Source: an optimization exercise on an open RTL-to-GDS flow (aim: small area, a short achievable clock period and few clock cycles). Production flows keep margins and buffers that such runs may drop.
Only simulation tests tie the RTL to the original design; equivalence was not proved.

==> flow/design.v <==
module ook_rx (
    input  wire          clk,
    input  wire          rst,
    input  wire          c_valid,
    output wire          c_ready,
    input  wire [17:0]   c_word,
    input  wire          f_pop,
    output wire          f_avail,
    output wire [6:0]    f_len,
    output wire [47:0]   f_payload,
    input  wire [2:0]    r_num,
    output reg  [31:0]   r_data
);
    localparam integer W       = 2;
    localparam integer G       = 300;
    localparam integer THR_NUM = 1;
    localparam integer THR_DEN = 20;
    localparam integer MINGAP  = 1;
    localparam integer PERIOD  = 2;
    localparam integer AW      = 16;
    localparam integer AF      = 15;
    localparam integer NMAX    = 96;
    localparam integer LMAX    = NMAX - W + 1;
    localparam integer PAYMAX  = 6;              
    localparam integer PW      = 8 * PAYMAX;
    localparam integer CW  = 7;                   
    localparam integer SW  = AW + $clog2(W);      
    localparam integer TW  = SW + CW;             
    localparam integer XW  = 48;                  
    localparam [1:0] OP_NOP = 2'd0, OP_SAMPLE = 2'd1, OP_LAST = 2'd2, OP_END = 2'd3;
    reg              scan;             
    reg  [CW-1:0]    cnt;              
    reg  [AW-1:0]    win [0:W-2];      
    reg  [SW-1:0]    rsum;             
    reg  [SW-1:0]    env [0:LMAX-1];   
    reg  [TW-1:0]    tsum;             
    reg  [CW-1:0]    idx;
    reg  [CW-1:0]    last;
    reg  [CW-1:0]    pendf;
    reg              pendt;
    reg  [6:0]       explen;
    reg  [7:0]       pbyte;
    reg  [2:0]       pbits;
    reg  [PW-1:0]    pay;
    reg  [6:0]       paycnt;
    reg              fq_valid;
    reg  [6:0]       fq_len;
    reg  [PW-1:0]    fq_data;
    integer i;
    wire [1:0]    op   = c_word[17:16];
    wire [AW-1:0] d    = c_word[AW-1:0];
    wire          room = (cnt < NMAX);
    assign c_ready = (op == OP_NOP) ||
                     (!scan && (op == OP_END || room));
    wire fire      = c_valid && c_ready;
    wire do_sample = fire && (op == OP_SAMPLE || op == OP_LAST);
    wire do_close  = fire && (op == OP_LAST || op == OP_END);
    wire [SW-1:0] wsum     = rsum + d;                  
    wire          win_full = (cnt >= W - 1);
    wire [CW-1:0] env_wa   = cnt - (W - 1);
    wire [CW-1:0] len_env = (cnt >= W) ? (cnt - (W - 1)) : {CW{1'b0}};
    wire          pending = (pendf != 0) || pendt;
    wire          fq_full = fq_valid;
    wire do_bit   = scan && pending && !fq_full;
    wire do_slice = scan && !pending && (idx < len_env);
    wire do_done  = scan && !pending && (idx == len_env);
    wire [SW-1:0]        s_cur = env[idx];
    wire signed [XW-1:0] diff  = $signed({{(XW-CW-SW){1'b0}}, len_env} * {{(XW-SW){1'b0}}, s_cur})
                               - $signed({{(XW-TW){1'b0}}, tsum});
    wire signed [XW-1:0] lhs   = diff * G * THR_DEN;
    wire signed [XW-1:0] rhs   = $signed({{(XW-CW){1'b0}}, len_env}) * (THR_NUM * W * (1 << AF));
    wire                 cand  = lhs > rhs;
    wire [CW-1:0] gap  = idx - last;
    wire          mark = cand && (gap > MINGAP);
    wire [CW-1:0] nf   = (gap - 1) / PERIOD;
    wire       bit_in    = (pendf == 0);           
    wire [7:0] pbyte_nx  = pbyte | ({7'd0, bit_in} << pbits);
    wire       byte_done = (pbits == 3'd7);
    wire       is_hdr    = (explen == 0);
    wire       emit      = byte_done && !is_hdr && (paycnt + 7'd1 == explen);
    always @(posedge clk) begin
        if (rst) begin
            scan     <= 1'b0;
            cnt      <= 0;
            rsum     <= 0;
            tsum     <= 0;
            idx      <= 0;
            last     <= 0;
            pendf    <= 0;
            pendt    <= 1'b0;
            explen   <= 0;
            pbyte    <= 0;
            pbits    <= 0;
            pay      <= 0;
            paycnt   <= 0;
            fq_valid <= 1'b0;
            fq_len   <= 0;
            fq_data  <= 0;
        end else begin
            if (f_pop && fq_valid) begin
                fq_valid <= 1'b0;
                fq_len   <= 0;
                fq_data  <= 0;
            end
            if (do_sample) begin
                win[0] <= d;
                for (i = 1; i < W - 1; i = i + 1)
                    win[i] <= win[i-1];
                cnt <= cnt + 1'b1;
                if (win_full) begin
                    env[env_wa] <= wsum;
                    tsum        <= tsum + wsum;
                    rsum        <= wsum - win[W-2];
                end else begin
                    rsum <= wsum;
                end
            end
            if (do_close) begin
                scan   <= 1'b1;
                idx    <= 0;
                last   <= 0;
                pendf  <= 0;
                pendt  <= 1'b0;
                explen <= 0;
                pay    <= 0;
                paycnt <= 0;
                pbyte  <= 0;
                pbits  <= 0;
            end
            if (do_slice) begin
                if (mark) begin
                    pendf <= nf;
                    pendt <= 1'b1;
                    last  <= idx;
                end
                idx <= idx + 1'b1;
            end
            if (do_bit) begin
                if (pendf != 0)
                    pendf <= pendf - 1'b1;
                else
                    pendt <= 1'b0;
                if (byte_done) begin
                    pbyte <= 0;
                    pbits <= 0;
                    if (is_hdr) begin
                        explen <= pbyte_nx[7:1];
                    end else if (emit) begin
                        fq_valid <= 1'b1;
                        fq_len   <= explen;
                        fq_data  <= pay | ({{(PW-8){1'b0}}, pbyte_nx} << (8 * paycnt));
                        pay      <= 0;
                        paycnt   <= 0;
                        explen   <= 0;
                    end else begin
                        pay[8*paycnt +: 8] <= pbyte_nx;
                        paycnt             <= paycnt + 1'b1;
                    end
                end else begin
                    pbyte <= pbyte_nx;
                    pbits <= pbits + 1'b1;
                end
            end
            if (do_done) begin
                scan   <= 1'b0;
                cnt    <= 0;
                rsum   <= 0;
                tsum   <= 0;
                idx    <= 0;
                last   <= 0;
                pendf  <= 0;
                pendt  <= 1'b0;
                explen <= 0;
                pay    <= 0;
                paycnt <= 0;
                pbyte  <= 0;
                pbits  <= 0;
            end
        end
    end
    assign f_avail   = fq_valid;
    assign f_len     = fq_len;
    assign f_payload = fq_data;
    wire [31:0] status = {10'd0, paycnt, explen, pbits, (explen == 0),
                          (cnt == NMAX), fq_full, fq_valid, scan};
    always @(*) begin
        case (r_num)
            3'd0:    r_data = W;
            3'd1:    r_data = G;
            3'd2:    r_data = THR_NUM;
            3'd3:    r_data = THR_DEN;
            3'd4:    r_data = MINGAP;
            3'd5:    r_data = PERIOD;
            3'd6:    r_data = status;
            default: r_data = {{(32-CW){1'b0}}, cnt};
        endcase
    end
endmodule
==> flow/run.sh <==
#!/bin/bash
# synth_recipe.tcl (not shown) runs the flow's synth.tcl, then flattens the netlist and writes it again
# the make line also repeats each setting of config.mk as NAME=value (left out here)
make -C /OpenROAD-flow-scripts/flow DESIGN_CONFIG=/design/flow/config.mk WORK_HOME=/design/flow/orfs CLKGATE_MAP_FILE= SYNTH_SCRIPT=/design/flow/synth_recipe.tcl finish
==> flow/config.mk <==
export PLATFORM = sky130hd
export DESIGN_NAME = ook_rx
export DESIGN_NICKNAME = ook_rx
export VERILOG_FILES = /design/flow/design.v
export SDC_FILE = /design/flow/constraint.sdc
export NUM_CORES = 4
export LEC_CHECK = 0
export CAP_MARGIN = 20
export CORE_MARGIN = 2
export CORE_UTILIZATION = 40
export PLACE_DENSITY = 0.6
export SLEW_MARGIN = 20
==> flow/constraint.sdc <==
create_clock -name core_clock -period 15.0 [get_ports {clk}]
set_input_delay 3.0000 -clock core_clock [delete_from_list [all_inputs] [get_ports {clk}]]
set_output_delay 3.0000 -clock core_clock [all_outputs]
set_load 0.01 [all_outputs]
==> qor.txt <==
Vias in the first global route: 47620
Initial drt markers: 4640
Minimum clock period after layout: 14.37 ns
Fmax: 69.6 MHz
Met2 Track Usage GR: 31.8%
Tightest Hold Check Type: flop to flop
Core area: 209000 um^2
Final-report hold violation count: 0
GR Util met3: 3.24%
Worst-path clk slew: 0.06 ns
Worst rel slew slack: 19.1%
Cell area after synthesis: 84200 um^2
Max Slew Vio Count: 0
Critical path type: flop to flop
Max stage delay on crit path: 0.55 ns
Total number of vias: 47245
Root buf cell: clkbuf_16
Die ar.: 214000 um^2
Final setup violation count: 0
Pin count of the biggest net entering global routing: 109
Critical Path End Type: flop
CP max FO: 22
First-pass DRT Iterations: 5
Drt drc: 0
Final Wtd Congestion: 0.871
Initial Utilization: 40.2%
Critical path depth: 52
TritonCTS Buffers: 186
Main area contributors after synthesis: edfxtp_1 58%, mux4_2 14%, dfxtp_1 4.9%
Seq/Total Area, Yosys: 63.1%
Gr busiest metal: met2
Number of max-cap violations: 0
IO Pins: 114
Row count: 168
Least-Margin Pin Slew: 1.21 ns
Die H: 463 um
I/O Buffers: 103
TNS Setup: 0 ns
DP Area: 90200 um^2
Worst skew pair latency: 0.84 ns
Synth-to-Final Area Change: 14.6%
Fraction of registers with async set/reset: 0%
Primary FF master, synth: edfxtp_1
Initial antenna violation count: 8
R2R depth: 52
Final instance area: 96500 um^2
TritonCTS clock tree: done
CP required: 15.74 ns
Synth top area share: 58.2%
Slowest library cell on the worst path: fa_1
Hold Path Depth: 2
CTS Sinks: 1838
First-pass GRT wire length: 315000 um
Global routing usage on met1: 27.3%
CP delay by family, top: adder cells
RSZ-0062 raised after global routing: no
Post-Syn Instances: 5244
Worst setup SP type: flop
Clock Path Buffers: 3
Bufs and invs on worst path: 7
Cell taking the most area after synthesis: edfxtp_1
DRT antenna net count: 0
Ys Warns: 2
Overall Global Routing Usage: 19.7%
H-tree depth: 4
Distinct cells, synth: 80
Mean area per synthesized cell: 16.0 um^2
Arr. time, crit path: 15.11 ns
Period utilisation layout: 95.8%
Via density: 5.56
Total Wirelength: 213000 um
Die Width: 463 um
Synth Register Bits: 1838
WL per Instance: 25.0 um
GR Overflow Total: 0
Status: finished clean
CTS Hold Bufs: 0
Post-DP HPWL: 135000 um
Final nets: 5980
Layout cells sized above 1: 19.9%
Number of flops mapped to enable cells by yosys: 1631
Skew final: 0.0412 ns
==> cells in the mapped netlist (25+ instances only) <==
master       n
inv_1      325
o21ai_0     90
a21oi_1    308
ha_1       268
mux4_2     510
a21o_1      56
buf_1       55
xor2_1      58
and2_1      91
xnor2_1    110
nand2_1    212
nor3_1      50
edfxtp_1  1631
nor2b_1     25
a211oi_1    71
a22oi_1     56
dfxtp_1    207
mux2i_1     42
nor2_1     387
and3_1      27
nand3_1     47
fa_1       149
clkbuf_1   182
==> through the flow <==
step	instances	util (%)	hold slack, ns	setup slack, ns
4_1_cts	8482	45.9	0.474	0.247
3_3_place_gp	8143	43.0	0.461	0.488
3_5_place_dp	8143	43.1	0.467	0.306
5_1_grt	8494	46.1	0.501	0.00118
2_1_floorplan	5253	-	0.449	1.39
6_report	8498	46.1	0.471	0.625
==> final cells by class <==
| class | count | area, um^2 |
|---|---|---|
| clock inverters | 97 | 951 |
| clock buffers | 242 | 5040 |
| well taps | 2805 | 3510 |
| inverters | 325 | 1220 |
| repair buffers | 353 | 3330 |
| fillers | 18010 | 113000 |
| flip-flops and latches | 1838 | 53100 |
| diodes | 4 | 10.0 |
| multi-input cells | 2834 | 29300 |
==> metal layers <==
layer,wire (um),up-vias
met5,34,-
met4,6680,6
met3,14000,312
met2,101000,1550
met1,90500,24596
li1,-,20781
==> path summary, 6_finish.rpt <==
| kind | from | endpoint | slack, ns |
|---|---|---|---|
| max | flop | pendf[0]$_SDFF_PP0_ | 0.63 |
| max reg2reg | flop | pendf[0]$_SDFF_PP0_ | 0.63 |
| min | tsum[15]$_SDFFE_PP0P_ | tsum[15]$_SDFFE_PP0P_ | 0.47 |
| min reg2reg | tsum[15]$_SDFFE_PP0P_ | tsum[15]$_SDFFE_PP0P_ | 0.47 |
==> cells by family (layout without fill, tap and decap cells) <==
logic type / after synthesis / count (layout) / synth area share, %
AO/OA/AOI/OAI: 741 / 741 / 5.57
adder cells (fa/ha/maj): 417 / 417 / 7.53
multiplexers: 553 / 553 / 14.2
AND/OR/NAND/NOR: 944 / 944 / 5.18
XOR/XNOR: 169 / 169 / 1.77
flip-flops: 1838 / 1838 / 63.1
other: 1 / 14 / 0.00446
buffers and inverters: 581 / 1017 / 2.66
==> layout by cell type (no fill, tap or decap), types with 24 or more instances in the layout <==
master,instances
a22oi_1,56
xnor2_1,95
fa_1,148
nand2_1,212
inv_1,325
clkbuf_16,194
edfxtp_1,1631
clkdlybuf4s50_1,102
mux2i_1,41
nor2b_1,25
o21ai_0,89
a211oi_1,70
nor2_1,339
a21oi_1,308
nor2_2,42
and2_1,91
dfxtp_1,202
clkinv_1,35
clkbuf_1,43
buf_4,217
nand3_1,47
ha_1,267
a21o_1,56
xor2_1,54
clkinv_2,32
mux4_2,510
o21a_1,24
nor3_1,49
buf_12,24
and3_1,26
==> flip-flops by register name, indices dropped and copies added, names as in the netlist, 8 cells and up, named ones only <==
signal / flops
rsum: 17
pay: 48
win: 16
fq_data: 48
pbyte: 8
env: 1615
tsum: 24
==> worst register-to-register path: cells and delay by family (launching register included) <==
kind | cells | cell delay (ns)
simple gates | 10 | 2.42
flops | 1 | 0.46
fa+ha+maj | 12 | 4.82
compound gates | 18 | 4.04
buf+inv | 7 | 0.86
mux | 3 | 1.43
xor+xnor | 2 | 0.29
==> repair_timing <==
item | CTS | global route
buffers inserted | 0 | 9
endpoints found under the setup margin | 0 | 14
resized for setup | 0 | 20
Testbench counts, summed over its fixed seeds: cycles 15,442.

## what the ideal ports hide
How much do the figures lean on ideal ports? The routed layout below was timed once more, with nothing changed but the port constraints. Step 1 assumes that a clkbuf_16 drives the clock port and a buf_2 every other input. Step 2 also shifts input and output timing later by t, the mid clock arrival at the registers, as if the neighbouring blocks saw the same clock. Slacks: ideal ports / drivers / drivers and shift; pairs: ideal ports / drivers.
t (ns): 0.911
setup slack, ns: 0.625 / 0.625 / 0.625
clock arrival spread, ns: 0.045 / 0.045
cell pins on the clock port's net: 1
After both steps this run still meets setup and hold. For this run, drivers alone change the setup slack by 0.000 ns; drivers and shift together by 0.000 ns.
